Source: an optimization exercise on an open RTL-to-GDS flow (aim: small area, a short achievable clock period and few clock cycles). Production flows keep margins and buffers that such runs may drop. RTL that was checked went through simulation tests only; none was proved equivalent to the original. The RTL of run 1 was laid out without a check of its function.

==> flow/design.v, too long to show whole: its modules and the start of the top module <==
// module gcx_enc: 1149 lines
module gcx_enc (
    input  wire        clk,
    input  wire        rst,         
    input  wire        in_valid,
    output wire        in_ready,
    input  wire [15:0] in_data,
    input  wire        in_key,
    input  wire        in_last,
    output wire        out_valid,
    input  wire        out_ready,
    output wire [31:0] out_data,
    output wire        out_last,
    output wire        done,
    output wire [31:0] hash,
    output wire [31:0] lcg
);
  // ...
==> flow/run.sh <==
#!/bin/bash
# synth_recipe.tcl (not shown) runs the flow's synth.tcl, then flattens the netlist and writes it again
# the make line also repeats each setting of config.mk as NAME=value (left out here)
make -C /OpenROAD-flow-scripts/flow DESIGN_CONFIG=/design/flow/config.mk WORK_HOME=/design/flow/orfs CLKGATE_MAP_FILE= SYNTH_SCRIPT=/design/flow/synth_recipe.tcl finish
==> flow/config.mk <==
export PLATFORM = sky130hd
export DESIGN_NAME = gcx_enc
export DESIGN_NICKNAME = gcx_enc
export VERILOG_FILES = /design/flow/design.v
export SDC_FILE = /design/flow/constraint.sdc
export NUM_CORES = 4
export LEC_CHECK = 0
export ABC_AREA = 1
export CAP_MARGIN = 50
export CORE_MARGIN = 2
export CORE_UTILIZATION = 40
export SLEW_MARGIN = 60
==> flow/constraint.sdc <==
create_clock -name core_clock -period 36.0 [get_ports {clk}]
set_input_delay 7.2000 -clock core_clock [delete_from_list [all_inputs] [get_ports {clk}]]
set_output_delay 7.2000 -clock core_clock [all_outputs]
set_load 0.01 [all_outputs]
==> run_results.csv, run 1 <==
group,metric,value,unit
run_status,status,"complete, no violations",
synthesis,synth_warnings,1,
route,drtIter0Drc,1108,
worst_hold_path,min_from,"hfirst$_SDFF_PP1_",
sta,tightest_slew,0.6126,ns
layout,clkCellAreaFrac,2.755,%
setup_path,crit_chain,"clkdlybuf4s50_1, nand2_2, nor2_4, inv_2, nor2_1, inv_1, nor2_1, nor3_2, xor2_1, inv_1, xor2_1, inv_1, nand2_1, nor2_1",
global_route,grt_pass1_wl,84980,µm
sta,skew,0.01095,ns
route,drt_drc_violations_left,0,
synthesis,synth_common_cells,"inv_1 (494), nand2_1 (403), fa_1 (215)",
setup_path,crit_cells,14,
synthesis,yosys_most_used_dff,"edfxtp_1",
layout,multi_input_area_share,61.53,%
route,post_drt_wl_per_cell,18.28,µm
setup_path,r2r_start,"h[13]$_DFFE_PP_",
synthesis,synth_enable_flop_cells,95,
global_route,antenna_found_initial,0,
layout,seq_cell_count,123,
layout,area_growth_syn_to_layout,12.46,%
sta,max_slew_margin,59.16,%
global_route,grt_overflow,0,
layout,final_nets,2805,
layout,inverters_excl_clock,503,
layout,largest_register,"h",
sta,whs,0.4353,ns
layout,fillers,4495,
global_route,use_met2,42.07,%
die,tap-cell-count,600,
layout,largest_reg_flops,32,
setup_path,crit_type,"primary input to flip-flop",
layout,most-common-layout-cells,"inv_1 (486), nand2_1 (401), fa_1 (215)",
worst_hold_path,hp-class,"flip-flop to flip-flop",
synthesis,yosysSeqAreaShare,18.70,%
==> run 2, diff against run 1 <==
--- a/flow/design.v
+++ b/flow/design.v
@@ -179,17 +179,18 @@
     reg         conv;        
     reg         np;          
     reg  [13:0] sbuf;        
     reg  [2:0]  L;           
     reg         inpay;       
     reg         lastin;      
     reg         rdy;
     reg         ov;          
-    reg  [31:0] odat;        
+    reg  [5:0]  ocs;         
+    reg  [1:0]  oc;          
     reg         olast;
     reg         dn;
     wire fire  = in_valid & rdy;
     wire fkey  = fire & in_key;
     wire fbyte = fire & ~in_key;
     wire adv   = ~ov | out_ready;
     wire [11:0] a1_0 = t1_0(Y[3:0]);
     wire [11:0] a1_1 = t1_1(Y[7:4]);
@@ -902,17 +903,17 @@
     wire cx_95 = cx_70 ? cx_83 : cx_71;
     wire cx_96 = cx_70 ? cx_85 : cx_73;
     wire cx_97 = cx_70 ? cx_87 : cx_75;
     wire cx_98 = cx_70 ? cx_89 : cx_77;
     wire cx_99 = cx_70 ? cx_91 : cx_79;
     wire cx_100 = cx_70 ? cx_93 : cx_81;
     wire cx_101 = cx_70 ? cx_94 : cx_82;
     wire [17:0] sc = {cx_100, cx_99, cx_98, cx_97, cx_96, cx_95, cx_69, cx_68, cx_67, cx_66, cx_65, cx_64, cx_38, cx_36, cx_34, cx_32, cx_30, cx_0};
-    wire [21:0] qv = {sbuf, 8'd0} | ({in_data[7:0], 14'd0} >> {L[1:0], 1'b0});
+    wire [21:0] qv = {sbuf, 8'd0} | ({in_data[7:0] & {8{~L[2]}}, 14'd0} >> {L[1:0], 1'b0});
     wire [21:0] qe = fbyte ? qv : {sbuf, 8'd0};
     wire [3:0]  T  = {1'b0, L} + (fbyte ? 4'd4 : 4'd0);
     wire        full = L[2] | (L[1] & L[0]);
     wire [1:0]  c    = (lastin & ~full) ? L[1:0] : 2'd3;
     wire        beat = adv & inpay & (full | fbyte | (lastin & (L != 3'd0)));
     wire [3:0]  Ln   = beat ? T - {2'd0, c} : T;
     wire        lastn = (fbyte & in_last) | (lastin & ~dn);
     wire        upd   = uv & (~lastin | dn);
@@ -1078,21 +1079,17 @@
     wire hm_154 = hm_135 ? hm_140 : hm_52;
     wire hm_155 = hm_135 ? hm_142 : hm_54;
     wire hm_156 = hm_135 ? hm_144 : hm_56;
     wire hm_157 = hm_135 ? hm_146 : hm_58;
     wire hm_158 = hm_135 ? hm_148 : hm_60;
     wire hm_159 = hm_135 ? hm_150 : hm_62;
     wire hm_160 = hm_135 ? hm_151 : 1'b0;
     wire [31:0] hn = {hm_159, hm_158, hm_157, hm_156, hm_155, hm_154, hm_153, hm_152, hm_134, hm_133, hm_132, hm_131, hm_130, hm_129, hm_128, hm_127, hm_109, hm_108, hm_107, hm_106, hm_105, hm_104, hm_103, hm_102, hm_68, hm_66, hm_64, hm_36, hm_32, hm_28, hm_24, hm_0};
-    wire [5:0] cs = qe[21:16] ^ {k1, k2, k3};
-    wire [7:0] q0 = e0(cs[5:4]);
-    wire [7:0] q1 = e1({cs[5:2], c == 2'd1});
-    wire [7:0] q2 = e2({c, cs[3:0]});
-    wire [7:0] q3 = e3({c == 2'd3, cs[1:0]});
+    wire [5:0] cs = qv[21:16] ^ {k1, k2, k3};
     always @(posedge clk) begin
         if (fkey) begin
             u  <= in_data;
             uf <= hfirst;
         end
         ul <= uln;
         if (upd)
             h <= uf ? {16'd0, u} : hn;    
@@ -1103,17 +1100,18 @@
             Y <= seedY;
             zw <= w0(h[5:0]);
         end else if (beat) begin
             Y  <= (c == 2'd3) ? y3 : (c == 2'd2) ? y2 : y1;
             zw <= (c == 2'd3) ? w3 : (c == 2'd2) ? w2 : w1;
             qY <= (c == 2'd3) ? n3 : (c == 2'd2) ? n2 : n1;
         end
         if (adv) begin
-            odat  <= {q3, q2, q1, q0};
+            ocs   <= cs;
+            oc    <= c;
             olast <= lastin & ~L[2];
         end
         if (rst) begin
             hfirst <= 1'b1;
             sbuf   <= 14'd0;
             L      <= 3'd0;
             inpay  <= 1'b0;
             lastin <= 1'b0;
@@ -1134,16 +1132,17 @@
             lastin <= lastn;
             np     <= npn;
             rdy    <= ~((uvn & uln) | npn) & (dnn | (lastn ? ~uvn : (Ln <= 4'd3)));
             ov     <= beat | (ov & ~out_ready);
             dn     <= dnn;
             conv   <= beat & lastin & ~L[2];
         end
     end
-    assign out_data  = odat;
+    assign out_data  = {e3({oc == 2'd3, ocs[1:0]}), e2({oc, ocs[3:0]}),
+                        e1({ocs[5:2], oc == 2'd1}), e0(ocs[5:4])};
     assign out_valid = ov;
     assign out_last  = olast;
     assign in_ready  = rdy;
     assign done      = dn;
     assign hash      = h;
     assign lcg       = {h[31:18] & {14{np}}, Y[11:0], zw};
 endmodule
==> flow/config.mk (replaced) <==
export PLATFORM = sky130hd
export DESIGN_NAME = gcx_enc
export DESIGN_NICKNAME = gcx_enc
export VERILOG_FILES = /design/flow/design.v
export SDC_FILE = /design/flow/constraint.sdc
export NUM_CORES = 4
export LEC_CHECK = 0
export ABC_AREA = 1
export CAP_MARGIN = 50
export CORE_MARGIN = 2
export CORE_UTILIZATION = 50
export PLACE_DENSITY = 0.65
export SLEW_MARGIN = 60
==> run_results.csv, run 2 <==
group,metric,value,unit
run_status,status,"complete, no violations",
cts,cts_max_path_buffers,2,
sta,period_needed,9.390,ns
die,dieArea,37580,µm²
synthesis,synth_area,18020,µm²
sta,max_freq,106.5,MHz
route,drt_drc_violations_left,0,
worst_hold_path,hp-class,"flip-flop to flip-flop",
place,port_buffers,112,
die,die_width,193.9,µm
die,core,35570,µm²
place,dpl.hpwl,44950,µm
flow_run,drv_cap,0,
cts,path_clk_slew,0.08,ns
sta,tightest_slew,0.6438,ns
global_route,first_global_vias,15473,
global_route,grt_use_total,29.01,%
global_route,grt_max_degree,34,
cts,clock_latency,0.38,ns
route,viasPerCell,5.419,
synthesis,synth_enable_flop_cells,81,
layout,final_nets,2800,
sta,min_period_over_period,26.08,%
synthesis,synth_warnings,1,
cts,cts_max_level,3,
setup_path,cp_data_required_time,28.80,ns
place,pre_cts_ws,26.07,ns
cts,cts_made_buffers,9,
cts,cts_resized,0,
synthesis,yosys_most_used_dff,"edfxtp_1",
cts,cts-root-buf,"clkbuf_16",
layout,drive_above_1_share,4.481,%
layout,most-common-layout-cells,"inv_1 (470), nand2_1 (403), fa_1 (215)",
layout,area_growth_syn_to_layout,9.942,%
synthesis,yosysSeqAreaShare,16.61,%
die,rows,69,
layout,largest_register,"h",
synthesis,yosys.cell_count.top_type,"inv_1",
sta,final-setup-viol-count,0,
route,drt-pass1-iter-count,8,
setup_path,cp-end-kind,"output port",
cts,postCtsHoldBufs,0,
sta,hold_violations,0,
setup_path,crit_fanout,9,
synthesis,synth_common_cells,"inv_1 (476), nand2_1 (405), fa_1 (215)",
die,start_util,50.67,%
global_route,antenna_found_initial,0,
layout,design_area,19810,µm²
layout,num_antenna_cells,0,
place,placed_area,19470,µm²
sta,whs,0.4491,ns
die,die_h,193.9,µm
synthesis,ys_seq_elements,109,
route,final_antenna_net_count,0,
setup_path,crit_type,"flip-flop to output port",
layout,layout_commonest_cell,"inv_1",
sta,skew,0.01117,ns
global_route,grt_pass1_wl,85150,µm
setup_path,start_kind,"flip-flop",
global_route,grt_overflow,0,
synthesis,synth.distinct_cells,54,
layout,largest_reg_flops,32,
layout,reg_top3,"h (32), u (16), Y (15)",
sta,max_slew_margin,56.82,%
synthesis,synth_top_area_cell,"fa_1",
cts,cts_tree,"done",
sta,rsz0062_at_grt,"false",
synthesis,yosysTopAreaCellShare,23.88,%
route,post_drt_wl_per_cell,18.96,µm
layout,fillers,3451,
cts,post_cts_buffers,0,
setup_path,arrival,2.19,ns
layout,final_cells,2849,
sta,setup_ws,26.61,ns
layout,final_util,55.71,%
die,ios,122,
cts,clkSinkCount,109,
synthesis,yosys-top-cells-area,"fa_1 (24%), edfxtp_1 (13%), ha_1 (12%)",
place,placedCellCount,2831,
place,gp_congestion,0.9533,
synthesis,synth_area_per_cell,7.782,µm²
route,num_vias,15440,
sta,tns,0,ns
sta,slew_viol_final,0,
route,finalWirelength,54010,µm
synthesis,async_flop_share,0,%
synthesis,netlist_instances,2316,
route,drtIter0Drc,1136,
## run 2: cell count changes in the layout (fill, tap and decap cells not counted), sizes merged, moves of 10 or more
cell	delta
a21oi	+10
a31oi	+13
edfxtp	-14
inv	-19
o211ai	+10
## run 2: worst paths after layout
| check | slack, ns | cells after the start | from | endpoint |
|---|---|---|---|---|
| max | 26.61 | 5 | oc[1]$_DFFE_PN_ | out_data[10] |
| min | 0.45 | 0 | hfirst$_SDFF_PP1_ | uf$_DFFE_PP_ |
| max reg2reg | 27.31 | 23 | h[13]$_DFFE_PP_ | Y[13]$_DFFE_PP_ |
| min reg2reg | 0.45 | 0 | hfirst$_SDFF_PP1_ | uf$_DFFE_PP_ |
## run 2: critical path, cell delays in order (launching register included)
cell	delay, ns
edfxtp_1	0.51
nor2_1	0.21
inv_1	0.10
ha_1	0.27
mux2_2	0.26
clkdlybuf4s50_1	0.48
## run 2: layer usage
metal	global-route usage [%]	part of all wire (%)
met2	48.56	48
met3	3.444	5.3
met5	0	0
met1	37.22	42
met4	14.67	5.5
## run 2: logic make-up (layout without fill, tap and decap cells)
| group | after synthesis | after routing | share of synthesized area [%] |
|---|---|---|---|
| buf+inv | 574 | 639 | 12.69 |
| compound gates | 420 | 420 | 13.33 |
| fa+ha+maj | 395 | 395 | 36.38 |
| xor+xnor | 78 | 78 | 3.832 |
| other cells | 2 | 9 | 0.04167 |
| simple gates | 735 | 735 | 16.95 |
| mux | 3 | 3 | 0.1736 |
| flops | 109 | 109 | 16.61 |
## run 2: layout make-up
| class | count | area (µm²) | share of cell area (%) |
|---|---|---|---|
| multi-input cells | 1640 | 12810 | 64.68 |
| repair buffers | 132 | 1271 | 6.416 |
| clock inverters | 7 | 86.33 | 0.4357 |
| clock buffers | 9 | 225.2 | 1.137 |
| well taps | 461 | 576.8 | 2.911 |
| inverters | 491 | 1846 | 9.314 |
| flip-flops and latches | 109 | 2994 | 15.11 |
Testbench counts of run 2, summed over its fixed seeds: cycles 13,046.
==> run 3, diff against run 2 <==
--- a/flow/config.mk
+++ b/flow/config.mk
@@ -8,6 +8,6 @@
 export ABC_AREA = 1
 export CAP_MARGIN = 50
 export CORE_MARGIN = 2
-export CORE_UTILIZATION = 50
-export PLACE_DENSITY = 0.65
+export CORE_UTILIZATION = 40
+export PLACE_DENSITY_LB_ADDON = 0.2
 export SLEW_MARGIN = 60
==> run_results.csv, run 3 <==
group,metric,value,unit
route,drt-pass1-iter-count,5,
synthesis,yosysSeqAreaShare,16.61,%
setup_path,cp-end-kind,"output port",
synthesis,yosys-top-cells-area,"fa_1 (24%), edfxtp_1 (13%), ha_1 (12%)",
setup_path,start_kind,"flip-flop",
sta,rsz0062_at_grt,"false",
sta,hold_violations,0,
layout,largest_register,"h",
synthesis,synth_top_area_cell,"fa_1",
sta,skew,0.01383,ns
sta,slew_viol_final,0,
synthesis,synth_area,18020,µm²
sta,final-setup-viol-count,0,
layout,drive_above_1_share,4.479,%
synthesis,yosys_most_used_dff,"edfxtp_1",
sta,max_slew_margin,60.09,%
route,drtIter0Drc,1105,
cts,cts_made_buffers,9,
sta,tns,0,ns
cts,cts_tree,"done",
cts,cts_max_path_buffers,2,
layout,layout_commonest_cell,"inv_1",
synthesis,synth_area_per_cell,7.782,µm²
die,start_util,40.67,%
sta,min_period_over_period,26.30,%
global_route,grt_max_degree,34,
sta,max_freq,105.6,MHz
setup_path,cp_data_required_time,28.80,ns
setup_path,crit_type,"flip-flop to output port",
synthesis,synth_enable_flop_cells,81,
setup_path,arrival,2.27,ns
place,dpl.hpwl,46090,µm
flow_run,drv_cap,0,
die,rows,77,
cts,postCtsHoldBufs,0,
cts,cts_resized,0,
sta,whs,0.4491,ns
setup_path,path_buf_inv,2,
global_route,grt_pass1_wl,85770,µm
setup_path,crit_chain,"nor2_1, inv_1, ha_1, mux2_2, clkdlybuf4s50_1",
place,port_buffers,112,
synthesis,synth_common_cells,"inv_1 (476), nand2_1 (405), fa_1 (215)",
global_route,first_global_vias,15306,
die,die_width,216.3,µm
synthesis,async_flop_share,0,%
setup_path,cp_top_family,"buffers and inverters",
sta,tightest_slew,0.5966,ns
cts,clkSinkCount,109,
route,drt_drc_violations_left,0,
synthesis,synth_warnings,1,
layout,fillers,4470,
cts,clock_latency,0.37,ns
route,finalWirelength,54780,µm
setup_path,slowest_stage,"edfxtp_1",
synthesis,synth.distinct_cells,54,
cts,cts-root-buf,"clkbuf_16",
layout,design_area,19980,µm²
die,ios,122,
layout,final_nets,2801,
synthesis,netlist_instances,2316,
layout,reg_top3,"h (32), u (16), Y (15)",
worst_hold_path,hp-class,"flip-flop to flip-flop",
cts,post_cts_buffers,0,
layout,area_growth_syn_to_layout,10.86,%
layout,most-common-layout-cells,"inv_1 (469), nand2_1 (403), fa_1 (215)",
route,final_antenna_net_count,0,
synthesis,yosysTopAreaCellShare,23.88,%
cts,path_clk_slew,0.08,ns
die,die_h,216.3,µm
route,num_vias,15344,
sta,period_needed,9.468,ns
die,core,44320,µm²
run_status,status,"complete, no violations",
layout,num_antenna_cells,0,
global_route,grt_overflow,0,
synthesis,ys_seq_elements,109,
global_route,antenna_found_initial,0,
synthesis,yosys.cell_count.top_type,"inv_1",
global_route,grt_use_total,23.77,%
route,post_drt_wl_per_cell,18.38,µm
setup_path,crit_fanout,9,
layout,largest_reg_flops,32,
die,dieArea,46770,µm²
route,viasPerCell,5.147,
place,gp_congestion,0.9462,
setup_path,slowest_delay,0.50,ns
place,placed_area,19640,µm²
cts,cts_max_level,3,
[run 3: cell counts after synthesis]
No cell type changed its count.
[run 3: metal layers]
metal	wire (µm)	share of wire, %	up-vias	GRT usage [%]
met5	0	0	-	0
met4	2206	4.0	0	10.21
met3	2955	5.4	87	3.677
met2	25820	47	456	39.04
met1	23790	43	7381	31.16
li1	-	-	7420	-
[run 3: cells by family after synthesis]
group	after synthesis	share of synthesized area (%)
AO/OA/AOI/OAI	420	13.33
flip-flops	109	16.61
adder cells (fa/ha/maj)	395	36.38
multiplexers	3	0.1736
buffers and inverters	574	12.69
XOR/XNOR	78	3.832
other	2	0.04167
AND/OR/NAND/NOR	735	16.95
[run 3: per-stage QoR]
stage               std cells  worst slack (ns)  utilization, %
floorplan                2323             27.23               -
global placement         2954             26.01           44.12
detailed placement       2961             26.04           44.31
CTS                      2977             26.44           44.94
global route             2981             26.40           45.08
finish                   2981             26.53           45.08
[run 3: worst paths after layout]
check	from	endpoint	slack, ns	cells after the start
worst min register to register	hfirst$_SDFF_PP1_	uf$_DFFE_PP_	0.45	0
worst min-delay path	hfirst$_SDFF_PP1_	uf$_DFFE_PP_	0.45	0
worst max-delay path	oc[1]$_DFFE_PN_	out_data[10]	26.53	5
worst max register to register	h[13]$_DFFE_PP_	Y[13]$_DFFE_PP_	27.39	23
[run 3: worst reg2reg max path, stage by stage, from the launching register on]
cell and delay (ns):
edfxtp_1 0.63, inv_1 0.16, ha_1 0.36, or2_2 0.29
o21ai_0 0.12, fa_1 0.49, fa_1 0.47, fa_1 0.51
inv_1 0.05, fa_1 0.44, ha_1 0.22, fa_1 0.38
fa_1 0.39, fa_1 0.39, fa_1 0.39, fa_1 0.39
fa_1 0.39, fa_1 0.40, fa_1 0.40, fa_1 0.40
fa_1 0.40, fa_1 0.43, nor2_1 0.18, a21oi_1 0.07
[run 3: layout make-up]
| type | instances | area [µm²] | share of cell area [%] |
|---|---|---|---|
| Sequential cell | 109 | 2994 | 14.99 |
| Tap cell | 592 | 740.7 | 3.707 |
| Clock buffer | 12 | 246.5 | 1.234 |
| Timing Repair Buffer | 133 | 1282 | 6.419 |
| Inverter | 491 | 1846 | 9.237 |
| Multi-Input combinational cell | 1640 | 12840 | 64.26 |
| Clock inverter | 4 | 32.53 | 0.1628 |
==> run 4, diff against run 3 <==
--- a/flow/config.mk
+++ b/flow/config.mk
@@ -9,5 +9,4 @@
 export CAP_MARGIN = 50
 export CORE_MARGIN = 2
 export CORE_UTILIZATION = 40
-export PLACE_DENSITY_LB_ADDON = 0.2
 export SLEW_MARGIN = 60
==> run_results.csv, run 4 <==
group,metric,value,unit
run_status,status,"complete, no violations",
place,port_buffers,112,
setup_path,r2r_start,"h[13]$_DFFE_PP_",
setup_path,arrival,2.18,ns
die,rows,77,
sta,period_needed,9.384,ns
route,finalWirelength,54720,µm
layout,fillers,4522,
setup_path,cp_data_required_time,28.80,ns
cts,cts-root-buf,"clkbuf_16",
setup_path,start_kind,"flip-flop",
place,pre_cts_ws,26.18,ns
layout,reg_top3,"h (32), u (16), Y (15)",
setup_path,reg2reg_to,"Y[13]$_DFFE_PP_",
route,viasPerCell,5.140,
place,gp_congestion,0.9324,
place,dpl.hpwl,46220,µm
sta,final-setup-viol-count,0,
route,drt-pass1-iter-count,5,
layout,final_util,45.06,%
die,core,44320,µm²
die,dieArea,46770,µm²
route,drt_drc_violations_left,0,
worst_hold_path,hp-class,"flip-flop to flip-flop",
cts,postCtsHoldBufs,0,
synthesis,synth_area_per_cell,7.782,µm²
route,num_vias,15313,
synthesis,synth_area,18020,µm²
cts,path_clk_slew,0.07,ns
cts,cts_tree,"done",
place,placed_area,19630,µm²
synthesis,async_flop_share,0,%
synthesis,netlist_instances,2316,
global_route,grt_use_total,23.76,%
cts,cts_max_path_buffers,2,
global_route,grt_overflow,0,
sta,tns,0,ns
sta,tightest_slew,0.5939,ns
setup_path,reg2reg_depth,23,
synthesis,yosys-top-cells-area,"fa_1 (24%), edfxtp_1 (13%), ha_1 (12%)",
synthesis,ys_seq_elements,109,
setup_path,crit_type,"flip-flop to output port",
sta,max_freq,106.6,MHz
synthesis,yosysTopAreaCellShare,23.88,%
die,die_width,216.3,µm
synthesis,synth_enable_flop_cells,81,
global_route,antenna_found_initial,0,
synthesis,synth_top_area_cell,"fa_1",
sta,setup_ws,26.62,ns
sta,slew_viol_final,0,
layout,drive_above_1_share,4.399,%
synthesis,synth.distinct_cells,54,
layout,final_cells,2979,
synthesis,synth_warnings,1,
flow_run,drv_cap,0,
setup_path,crit_fanout,9,
route,post_drt_wl_per_cell,18.37,µm
cts,clkSinkCount,109,
worst_hold_path,hold-path-endpoint,"uf$_DFFE_PP_",
sta,hold_violations,0,
synthesis,synth_common_cells,"inv_1 (476), nand2_1 (405), fa_1 (215)",
die,start_util,40.67,%
layout,most-common-layout-cells,"inv_1 (471), nand2_1 (403), fa_1 (215)",
layout,area_growth_syn_to_layout,10.81,%
layout,layout_commonest_cell,"inv_1",
layout,final_nets,2799,
cts,cts_resized,0,
cts,clock_latency,0.37,ns
sta,rsz0062_at_grt,"false",
setup_path,rrSetupSlack,27.34,ns
synthesis,yosys_most_used_dff,"edfxtp_1",
synthesis,yosysSeqAreaShare,16.61,%
worst_hold_path,min_from,"hfirst$_SDFF_PP1_",
sta,whs,0.4403,ns
cts,cts_made_buffers,9,
worst_hold_path,whs_path_depth,0,
layout,design_area,19970,µm²
route,drtIter0Drc,1201,
cts,cts_max_level,3,
global_route,first_global_vias,15338,
route,final_antenna_net_count,0,
sta,min_period_over_period,26.07,%
sta,max_slew_margin,60.40,%
place,placedCellCount,2960,
synthesis,yosys.cell_count.top_type,"inv_1",
layout,largest_register,"h",
sta,skew,0.01039,ns
global_route,grt_pass1_wl,86750,µm
global_route,grt_max_degree,34,
layout,num_antenna_cells,0,
die,die_h,216.3,µm
layout,largest_reg_flops,32,
cts,post_cts_buffers,0,
setup_path,cp-end-kind,"output port",
die,ios,122,
==> run 4: cell counts after synthesis <==
Identical to the previous run, type by type.
==> run 4: cell type report <==
| cell class | count | area, µm² | area share [%] |
|---|---|---|---|
| clock buffers | 12 | 257.7 | 1.291 |
| clock inverters | 4 | 30.03 | 0.1504 |
| inverters | 491 | 1846 | 9.241 |
| multi-input cells | 1640 | 12830 | 64.27 |
| flip-flops and latches | 109 | 2994 | 14.99 |
| well taps | 592 | 740.7 | 3.709 |
| repair buffers | 131 | 1267 | 6.347 |
==> run 4: cells by family after synthesis <==
family,Yosys count,synth area share [%]
AND/OR/NAND/NOR,735,16.95
other,2,0.04167
multiplexers,3,0.1736
buffers and inverters,574,12.69
AO/OA/AOI/OAI,420,13.33
XOR/XNOR,78,3.832
adder cells (fa/ha/maj),395,36.38
flip-flops,109,16.61
==> run 4: worst max-delay path: stages, from the launching register on <==
cell and delay [ns]:
edfxtp_1 0.50, nor2_1 0.21, inv_1 0.10, ha_1 0.27, mux2_2 0.26, clkdlybuf4s50_1 0.48
==> run 4: worst max path at each step <==
| stage | end | depth (start not counted) | slack (ns) | start |
|---|---|---|---|---|
| after floorplan | Y[0]$_DFFE_PP_ | 7 | 27.23 | in_valid |
| after global placement | Y[6]$_DFFE_PP_ | 7 | 26.07 | in_valid |
| after detailed placement | rdy$_SDFF_PP1_ | 14 | 26.18 | in_valid |
| after CTS | rdy$_SDFF_PP1_ | 14 | 26.56 | in_valid |
| after global routing | out_data[10] | 5 | 26.45 | oc[1]$_DFFE_PN_ |
| final | out_data[10] | 5 | 26.62 | oc[1]$_DFFE_PN_ |
==> run 4: routing by layer <==
layer	global-route usage (%)	part of all wire (%)	vias to the layer above
met3	2.133	3.9	77
met1	31.78	45	7444
met5	0	0	-
met4	7.260	2.9	0
met2	40.80	49	389
li1	-	-	7403
==> run 5, diff against run 4 <==
--- a/flow/config.mk
+++ b/flow/config.mk
@@ -6,7 +6,7 @@
 export NUM_CORES = 4
 export LEC_CHECK = 0
 export ABC_AREA = 1
-export CAP_MARGIN = 50
+export CAP_MARGIN = 60
 export CORE_MARGIN = 2
 export CORE_UTILIZATION = 40
-export SLEW_MARGIN = 60
+export SLEW_MARGIN = 50
==> run_results.csv, run 5 <==
group,metric,value,unit
sta,max_freq,105.1,MHz
sta,skew,0.01232,ns
worst_hold_path,whs_path_depth,0,
synthesis,yosys.area_share.simple,16.95,%
layout,most-common-layout-cells,"inv_1 (476), nand2_1 (405), fa_1 (215)",
setup_path,path_common_cell,"nand2_1",
cts,cts_made_buffers,9,
synthesis,synth_warnings,1,
synthesis,netlist_instances,2316,
cts,postCtsHoldBufs,0,
route,post_drt_wl_per_cell,18.27,µm
sta,rsz0062_at_grt,"false",
setup_path,cp_data_required_time,36.07,ns
route,drtIter0Drc,1165,
cts,path_clk_slew,0.07,ns
place,placed_area,19680,µm²
run_status,status,"complete, no violations",
setup_path,crit_fanout,12,
die,ios,122,
sta,min_period_over_period,26.43,%
synthesis,synth.area.mux_share,0.1736,%
layout,fillers,4488,
synthesis,synth_enable_flop_cells,81,
die,rows,77,
flow_run,drv_cap,0,
sta,max_slew_margin,58.11,%
layout,seq_area,2993,µm²
setup_path,arrival,9.59,ns
setup_path,crit_type,"primary input to flip-flop",
route,num_vias,15444,
cts,clkSinkCount,109,
synthesis,ys_seq_elements,109,
cts,cts_tree,"done",
setup_path,cp_top_family,"simple AND/OR/NAND/NOR gates",
sta,tns,0,ns
layout,reg_top3,"h (32), u (16), Y (15)",
global_route,antenna_found_initial,0,
setup_path,reg2reg_to,"Y[13]$_DFFE_PP_",
sta,slew_viol_final,0,
setup_path,reg2reg_depth,23,
worst_hold_path,hold-path-endpoint,"uf$_DFFE_PP_",
layout,largest_reg_flops,32,
synthesis,synth.distinct_cells,54,
die,core,44320,µm²
layout,layout_commonest_cell,"inv_1",
setup_path,path_buf_inv,3,
cts,cts_resized,0,
synthesis,async_flop_share,0,%
global_route,grt_use_total,23.78,%
worst_hold_path,min_from,"hfirst$_SDFF_PP1_",
setup_path,start_kind,"primary input",
die,dieArea,46770,µm²
worst_hold_path,hp-class,"flip-flop to flip-flop",
cts,cts_max_path_buffers,2,
setup_path,slowest_delay,0.49,ns
cts,post_cts_buffers,0,
global_route,first_global_vias,15554,
synthesis,synth_common_cells,"inv_1 (476), nand2_1 (405), fa_1 (215)",
sta,period_needed,9.514,ns
synthesis,synthAdderAreaFrac,36.38,%
global_route,grt_max_degree,34,
route,viasPerCell,5.158,
route,final_antenna_net_count,0,
sta,final-setup-viol-count,0,
setup_path,r2r_start,"h[13]$_DFFE_PP_",
synthesis,yosysSeqAreaShare,16.61,%
place,port_buffers,112,
route,drt_drc_violations_left,0,
synthesis,yosys.cell_count.top_type,"inv_1",
global_route,grt_pass1_wl,87190,µm
setup_path,cp-end-kind,"flip-flop",
layout,num_antenna_cells,0,
synthesis,synth_area,18020,µm²
setup_path,crit_chain,"clkdlybuf4s50_1, nand2_1, nor2_1, inv_1, o211ai_1, nand3_1, nand2_1, buf_4",
synthesis,yosys-top-cells-area,"fa_1 (24%), edfxtp_1 (13%), ha_1 (12%)",
sta,tightest_slew,0.6218,ns
layout,multi_input_area,12780,µm²
synthesis,synth_top_family_by_area,"adder cells",
layout,design_area,20030,µm²
layout,final_nets,2814,
layout,drive_above_1_share,4.413,%
synthesis,synth-xor-area-share,3.832,%
place,dpl.hpwl,46460,µm
route,finalWirelength,54710,µm
cts,cts-root-buf,"clkbuf_16",
setup_path,rrSetupSlack,27.28,ns
die,start_util,40.67,%
synthesis,synth_compound_area_share,13.33,%
global_route,grt_overflow,0,
cts,clock_latency,0.37,ns
route,drt-pass1-iter-count,5,
synthesis,yosysTopAreaCellShare,23.88,%
synthesis,synth_area_per_cell,7.782,µm²
layout,area_growth_syn_to_layout,11.14,%
sta,hold_violations,0,
place,gp_congestion,0.9324,
die,die_width,216.3,µm
setup_path,slowest_stage,"nand2_1",
layout,largest_register,"h",
synthesis,yosys_most_used_dff,"edfxtp_1",
cts,cts_max_level,3,
die,die_h,216.3,µm
synthesis,synth_top_area_cell,"fa_1",
==> run 5: area by class of cell <==
type,count,share of cell area [%]
clock buffer,10,1.143
clock inverter,6,0.2249
inverter,491,9.208
multi-input combinational,1640,63.83
sequential,109,14.94
tap,592,3.698
timing repair buffer,146,6.953
==> run 5: worst max-delay path by stage <==
stage | start | to | depth (start not counted)
final | in_valid | Y[7]$_DFFE_PP_ | 8
after global placement | in_valid | Y[6]$_DFFE_PP_ | 7
after floorplan | in_valid | Y[0]$_DFFE_PP_ | 7
after detailed placement | in_valid | Y[6]$_DFFE_PP_ | 8
after global routing | in_valid | Y[7]$_DFFE_PP_ | 8
after CTS | in_valid | Y[7]$_DFFE_PP_ | 8
==> run 5: through the flow <==
stage / instances / setup WS [ns] / utilization [%] / hold WS (ns)
2_1_floorplan: 2323 / 27.23 / - / 0.4086
3_3_place_gp: 2954 / 26.07 / 44.12 / 0.4157
3_5_place_dp: 2970 / 26.11 / 44.41 / 0.4291
4_1_cts: 2986 / 26.50 / 45.03 / 0.4473
5_1_grt: 2994 / 26.25 / 45.19 / 0.4619
6_report: 2994 / 26.49 / 45.19 / 0.4470
==> run 5: worst register-to-register path, delay by kind of cell, from the launching register on <==
family,cells,cell delay (ns)
adders and majority gates,17,6.91
buffers and inverters,2,0.21
DFF,1,0.65
AOI/OAI and AO/OA,2,0.20
and+or+nand+nor,2,0.50
==> run 5: cell families (layout without fill, tap and decap cells) <==
kind of cell / after synthesis / after routing
AND/OR/NAND/NOR: 735 / 735
AO/OA/AOI/OAI: 420 / 420
multiplexers: 3 / 3
flip-flops: 109 / 109
buffers and inverters: 574 / 653
XOR/XNOR: 78 / 78
adder cells (fa/ha/maj): 395 / 395
other: 2 / 9
==> run 5: routing by layer <==
layer	vias to the layer above	global-route usage (%)	routed length (µm)
met3	75	1.432	2115
li1	7426	-	-
met1	7502	31.93	24150
met2	441	40.85	26640
met4	0	8.059	1800
met5	-	0	0

## re-timing with driven ports
The results above use ideal ports. As a check the final layouts listed here were re-extracted and re-timed, cells and wires unchanged. Step 1 assumes that a clkbuf_16 drives the clock port and a buf_2 every other input. Step 2 adds t to the input delays and takes it off the output delays; t is the mean of the earliest and latest rising clock arrival at the registers after step 1. Input paths then give back, and output paths get back, about the clock's delay inside the block. Three values: ideal ports, drivers, drivers and shift; two values: the first two.
| run | shift t [ns] | slack for setup (ns) | worst setup path after step 2 | clock arrival spread, ns | worst register clock-pin slew, ns |
|---|---|---|---|---|---|
| run 1 | 0.491 | 26.798 / 26.826 / 26.334 | input to register | 0.010 / 0.011 | 0.06 / 0.06 |
| run 2 | 0.420 | 26.611 / 26.561 / 26.249 | input to register | 0.012 / 0.012 | 0.09 / 0.09 |
| run 3 | 0.416 | 26.532 / 26.482 / 26.267 | input to register | 0.014 / 0.014 | 0.08 / 0.08 |
| run 4 | 0.414 | 26.616 / 26.568 / 26.328 | input to register | 0.011 / 0.011 | 0.08 / 0.08 |
| run 5 | 0.416 | 26.486 / 26.515 / 26.099 | input to register | 0.012 / 0.012 | 0.08 / 0.08 |
After both steps setup and hold are still met in every run listed. The setup slack of run 1, which loses most, moves by +0.028 ns with the drivers and by -0.464 ns with both steps.
